Source: an optimization exercise on an open RTL-to-GDS flow (aim: small area, a short achievable clock period and few clock cycles per item). Production flows keep margins and buffers that such runs may drop.
Function was checked by simulation only, so behaviour that the tests miss may differ from the original.
No activity file was given, so power comes from the tool's default toggle rates.

[run.sh]
#!/bin/bash
# synth_recipe.tcl (not shown) runs the flow's synth.tcl, then flattens the netlist and writes it again
# the make line also repeats each setting of config.mk as NAME=value (left out here)
make -C /OpenROAD-flow-scripts/flow DESIGN_CONFIG=/design/flow/config.mk WORK_HOME=/design/flow/orfs CLKGATE_MAP_FILE= SYNTH_SCRIPT=/design/flow/synth_recipe.tcl finish
[config.mk]
export PLATFORM = sky130hd
export DESIGN_NAME = bodega_tx
export DESIGN_NICKNAME = bodega_tx
export VERILOG_FILES = /design/flow/design.v
export SDC_FILE = /design/flow/constraint.sdc
export NUM_CORES = 4
export LEC_CHECK = 0
export CAP_MARGIN = 20
export CORE_MARGIN = 2
export CORE_UTILIZATION = 40
export SLEW_MARGIN = 20
[constraint.sdc]
create_clock -name core_clock -period 12.0 [get_ports {clk}]
set_input_delay 2.4000 -clock core_clock [delete_from_list [all_inputs] [get_ports {clk}]]
set_output_delay 2.4000 -clock core_clock [all_outputs]
set_load 0.01 [all_outputs]
[design.v]
module bodega_tx (
    input  wire        clk,
    input  wire        rst,
    input  wire        req_valid,
    input  wire [31:0] req_word,
    output wire        req_ready,
    input  wire [11:0] rd_addr,
    output reg  [15:0] rd_data
);
    localparam [3:0] OP_BIND = 4'h7, OP_QUERY = 4'h8, OP_TARGET = 4'h9,
                     OP_SETP = 4'hA, OP_SET = 4'hB;
    localparam integer TXBUF_BYTES = 31;    
    reg [15:0] p [0:15];
    reg [7:0]  txbuf [0:TXBUF_BYTES-1];
    reg [8:0]  txlen;
    reg [15:0] tx_ck;
    reg        tx_err, bad_op;
    reg [1:0]  tx_cause;
    assign req_ready = 1'b1;
    wire       accept = req_valid && req_ready;
    wire [3:0] op     = req_word[31:28];
    function [7:0] clamp8;
        input [15:0] x;
        reg signed [17:0] v, r;
        begin
            v = {{2{x[15]}}, x};
            if (!x[15])
                r = (v + 18'sd8) >>> 4;
            else
                r = -((-v + 18'sd8) >>> 4);
            if (r > 18'sd127)
                clamp8 = 8'h7F;
            else if (r < -18'sd128)
                clamp8 = 8'h80;
            else
                clamp8 = r[7:0];
        end
    endfunction
    reg [7:0] dreg [0:25];
    reg [4:0] dlen;
    reg       build, fail;
    wire [6:0] f = p[0][6:0];
    integer i;
    always @(*) begin
        for (i = 0; i < 26; i = i + 1)
            dreg[i] = 8'h00;
        dlen  = 5'd0;
        build = 1'b0;
        fail  = 1'b0;
        case (op)
        OP_BIND: begin
            build = 1'b1; dlen = 5'd1; dreg[0] = 8'h00;
        end
        OP_QUERY: begin
            build = 1'b1; dlen = 5'd1; dreg[0] = 8'h01;
        end
        OP_TARGET: begin
            build = 1'b1; dlen = 5'd2;
            dreg[0] = req_word[16] ? 8'h06 : 8'h05;
            dreg[1] = clamp8(req_word[15:0]);
        end
        OP_SET: begin
            if (f[4:3] == 2'd3) begin
                fail = 1'b1;
            end else begin
                build = 1'b1;
                dlen  = f[6] ? 5'd26 : 5'd15;
                dreg[0]  = 8'h02;
                dreg[1]  = {7'd0, f[0]};
                dreg[2]  = {7'd0, f[1]};
                dreg[3]  = {7'd0, f[2]};
                dreg[4]  = {6'd0, f[4:3]};
                dreg[5]  = clamp8(p[1]);
                dreg[6]  = clamp8(p[2]);
                dreg[7]  = clamp8(p[3]);
                dreg[8]  = clamp8(p[4]);
                dreg[9]  = p[5][7:0];
                dreg[10] = {7'd0, f[5]};
                dreg[11] = clamp8(p[6]);
                dreg[12] = clamp8(p[7]);
                dreg[13] = clamp8(p[8]);
                dreg[14] = clamp8(p[9]);
                if (f[6]) begin
                    dreg[15] = clamp8(p[10]);
                    dreg[18] = clamp8(p[11]);
                    dreg[19] = clamp8(p[12]);
                    dreg[20] = clamp8(p[13]);
                    dreg[21] = clamp8(p[14]);
                    dreg[22] = clamp8(p[15]);
                end
            end
        end
        default: ;
        endcase
    end
    reg [7:0]  frame [0:TXBUF_BYTES-1];
    reg [15:0] ck;
    integer k;
    always @(*) begin
        ck = 16'h00FE + 16'h00FE + {11'd0, dlen} + 16'd2;   
        for (k = 0; k < 26; k = k + 1)
            ck = ck + {8'd0, dreg[k]};
        for (k = 0; k < TXBUF_BYTES; k = k + 1) begin
            if (k == 0 || k == 1)
                frame[k] = 8'hFE;
            else if (k == 2)
                frame[k] = {3'd0, dlen} + 8'd2;
            else if (k <= 28 && k < 3 + {27'd0, dlen})
                frame[k] = dreg[(k <= 28) ? k - 3 : 0];
            else if (k == 3 + {27'd0, dlen})
                frame[k] = ck[15:8];
            else if (k == 4 + {27'd0, dlen})
                frame[k] = ck[7:0];
            else
                frame[k] = 8'h00;
        end
    end
    integer j;
    always @(posedge clk) begin
        if (accept && build)
            for (j = 0; j < TXBUF_BYTES; j = j + 1)
                txbuf[j] <= frame[j];
    end
    always @(posedge clk) begin
        if (rst) begin
            for (j = 0; j < 16; j = j + 1)
                p[j] <= 16'd0;
            txlen    <= 9'd0;
            tx_ck    <= 16'd0;
            tx_err   <= 1'b0;
            tx_cause <= 2'd0;
            bad_op   <= 1'b0;
        end else if (accept) begin
            bad_op <= (op >= 4'hC);
            if (op == OP_SETP) begin
                if (req_word[19:16] == 4'd0)
                    p[0] <= {9'd0, req_word[6:0]};
                else
                    p[req_word[19:16]] <= req_word[15:0];
            end
            if (build) begin
                txlen    <= {4'd0, dlen} + 9'd5;
                tx_ck    <= ck;
                tx_err   <= 1'b0;
                tx_cause <= 2'd0;
            end else if (fail) begin
                txlen    <= 9'd0;
                tx_err   <= 1'b1;
                tx_cause <= 2'd2;
            end
        end
    end
    wire [8:0] bidx = rd_addr[8:0];
    always @(*) begin
        rd_data = 16'd0;
        if (rd_addr[11:9] == 3'b100) begin
            if (bidx < txlen)
                rd_data = {8'd0, txbuf[bidx[4:0]]};
        end else if (rd_addr[11:4] == 8'h02) begin
            rd_data = p[rd_addr[3:0]];
        end else begin
            case (rd_addr)
            12'h000: rd_data = {6'd0, bad_op, tx_cause, tx_err, 6'd0};
            12'h003: rd_data = {7'd0, txlen};
            12'h005: rd_data = tx_ck;
            default: rd_data = 16'd0;
            endcase
        end
    end
endmodule
==> flow_summary.ini <==
[status]
outcome = finished clean

[critical_path]
worst_setup_path_start_kind = primary input
end_kind = flip-flop
critPathMaxFanout = 10
cp_slowest_stage_delay_ns = 0.61
required_ns = 12.43
path_common_cell = fa_1
cp_slowest_cell = or4b_2
critPathKind = in -> reg
cp.arrival_ns = 11.44

[routing]
finalWirelength_mm = 176
avgViaCountPerCell = 6.39
via_count = 37929
firstDrtPassIters = 8
drtAntennaViolNets = 0
routedWlPerCell_microns = 29.6
drc = 0
drt-initial-drc-count = 5279

[floorplanning]
initial_utilization_pct = 40.2
die_h_microns = 329
die_w_microns = 329
core_area_sq_um = 105000
ioPinCount = 64
dieArea_sq_um = 108000
row_count = 119

[global_route]
grt_pass1_vias = 34330
gr-total-overflow = 0
grt_max_degree = 95
grt_pass1_wl_mm = 249
antenna_found_initial = 14
grt_usage_pct = 31.9

[layout]
multiInputGateArea_sq_um = 25200
synthToLayoutAreaGrowth_pct = 10.3
utilization_pct = 44.3
seq_area_sq_um = 15000
fin_cells = 5938
layout-drive-gt1-share_pct = 9.64
num-fill-cells = 10112
finalNetCount = 4766
stdcell_area_sq_um = 46500

[synthesis]
synth_common_cells = edfxtp_1 (486), nor2_1 (421), nand2_1 (324)
ys_seq_area_share_pct = 35.6
ys.warnings.count = 4
synth_most_common_cell = edfxtp_1
yosys-top-cells-area = edfxtp_1 (35%), fa_1 (5.9%), mux4_2 (4.2%), and2_1 (3.8%), nor2_1 (3.7%)
synth.avg_cell_area_sq_um = 9.32
synth_top_area_share_pct = 34.6
syn-cell-area_sq_um = 42200
yosysTopAreaCell = edfxtp_1
synth_ff_type = edfxtp_1
yosysUniqueCellTypes = 118
synthCells = 4529
synth_edf_count = 486
synth-seq-cells = 507
async_reset_ff_share_pct = 0

[cts]
htree_levels = 2
clk_latency_ns = 0.71
root_buffer = clkbuf_16
cts_tree = built
cts_setup_buffers = 0
clock-sinks = 507
clk_pin_slew_ns = 0.06
cts_buffers = 60
post_cts_resized = 0
postCtsHoldBufs = 0
clockBufferDepth = 3

[power]
ir_worst_vdd_mv = 0.165
leakage_uw = 0.0167
finalPower_uw = 5630
powerDensity_nw_per_um2 = 121

[place]
dpl.hpwl_mm = 136
dp.cells = 5827
placed_cell_area_sq_um = 44400
portBuffers = 54
gp_congestion = 1.04

[sta]
rsz0062_at_grt = false
setup_tns_ns = 0
hold_viol = 0
slew_headroom_pct = 18.7
maxSlewViolCount = 0
finalSetupViolCount = 0
tightest_slew_ns = 1.22
worst_clock_skew_ns = 0.0557
timing.fmax_mhz = 90.8
layout_min_cycle_time_ns = 11.01
finalCritPeriodShare_pct = 91.8

[hold_path]
hold_class = reg -> reg

[job]
maxCapViolations = 0
worst paths after layout:
path                     from           to  slack [ns]  depth (start not counted)
setup / recovery  req_word[3]  txbuf[7][2]        0.99                         35
hold / removal       tx_ck[0]     tx_ck[0]        0.46                          2
setup reg to reg     p[11][4]  txbuf[7][2]        1.09                         38
hold reg to reg      tx_ck[0]     tx_ck[0]        0.46                          2
area by class of cell:
class                   instances  share of cell area, %
flip-flops and latches        507                   32.3
multi-input cells            3485                   54.1
well taps                    1391                   3.74
inverters                     255                   2.07
diodes                          4                 0.0215
repair buffers                189                   3.36
clock buffers                  65                   3.27
clock inverters                42                   1.21
cell families after synthesis:
family,Yosys count,synth area share (%)
AO/OA/AOI/OAI,1047,17.2
XOR/XNOR,266,5.56
adder cells (fa/ha/maj),222,8.78
buffers and inverters,565,5.21
flip-flops,507,35.6
multiplexers,122,5.31
other,2,0.0178
AND/OR/NAND/NOR,1798,22.3
placed cells by master (no fill, tap or decap), types with 22 or more instances in the layout:
| cell type | instances |
|---|---|
| or2_2 | 38 |
| or4_1 | 30 |
| conb_1 | 30 |
| o211ai_1 | 45 |
| clkdlybuf4s50_1 | 50 |
| a221oi_1 | 36 |
| ha_1 | 97 |
| mux2i_1 | 30 |
| nand3_1 | 162 |
| edfxtp_1 | 486 |
| xor2_1 | 102 |
| o22ai_1 | 58 |
| o2111ai_1 | 22 |
| fa_1 | 124 |
| o31ai_1 | 43 |
| buf_4 | 135 |
| a22o_1 | 40 |
| nand2_1 | 324 |
| o21ai_1 | 25 |
| nor4_1 | 55 |
| a21o_1 | 34 |
| mux4_2 | 79 |
| nor3_1 | 162 |
| and3_1 | 41 |
| nand4_1 | 73 |
| nor2_1 | 421 |
| xnor2_1 | 159 |
| a31oi_1 | 40 |
| nand2b_1 | 41 |
| or3_1 | 52 |
| and2_1 | 255 |
| clkbuf_16 | 60 |
| o221ai_1 | 24 |
| inv_1 | 250 |
| o21ai_0 | 153 |
| a22oi_1 | 64 |
| a21oi_1 | 219 |
| a211oi_1 | 22 |
metal layers:
layer	share of wire, %	vias to the layer above	track usage, %	routed length [microns]
met3	11	425	7.36	20000
met1	40	18554	43.5	69700
li1	-	16704	-	-
met4	6.3	8	16.5	11100
met5	0.028	-	0	50
met2	43	2238	47.2	75100
flip-flops by register name, summed over array words and instances, names as in the netlist:
register  cells
p           256
txbuf       230
tx_ck        13
txlen         6
bad_op        1
tx_err        1
power by group:
part,internal (uW),total (uW),switching [uW]
clock,1120,1950,829
combinational,475,1510,1030
sequential,2010,2170,158
metrics by stage:
| stage | hold WS (ns) | worst slack, ns |
|---|---|---|
| global placement | 0.445 | 0.349 |
| finish | 0.457 | 0.989 |
| detailed placement | 0.448 | 0.336 |
| floorplan | 0.436 | 0.0127 |
| CTS | 0.457 | 1.05 |
| global route | 0.470 | 0.550 |
critical path: cells and delay by family:
kind                       cells  cell delay [ns]
adders and majority gates      9             3.97
and+or+nand+nor                5             1.57
muxes                          1             0.08
xor gates and xnor gates       1             0.14
AOI/OAI and AO/OA             11             1.82
buffers and inverters          8             1.42
Testbench counts, summed over its fixed seeds: cycles 3,588, frames 918.

what the ideal ports hide:
The flow's constraints put no driver on any port. The routed layout listed below was extracted and timed again, unchanged, in two steps. Step 1 (the two cells are an assumption about what drives the block):
set clk [get_ports {clk}]
set_driving_cell -lib_cell sky130_fd_sc_hd__clkbuf_16 $clk
set_driving_cell -lib_cell sky130_fd_sc_hd__buf_2 [delete_from_list [all_inputs] $clk]
Step 2 adds t to the input delays and takes it off the output delays; t is the mean of the earliest and latest rising clock arrival at the registers after step 1. Input paths then give back, and output paths get back, about the clock's delay inside the block. a / b / c = ideal / step 1 / step 2; a / b = the first two.
t, ns: 0.757
slack for setup (ns): 0.989 / 1.043 / 0.286
latest minus earliest clock arrival (ns): 0.055 / 0.056
worst data-port slew with drivers (ns): 0.06
cell pins on the clock port's net: 1
After both steps setup and hold are still met in this run. The setup slack of this run moves by +0.054 ns with the drivers and by -0.703 ns with both steps.
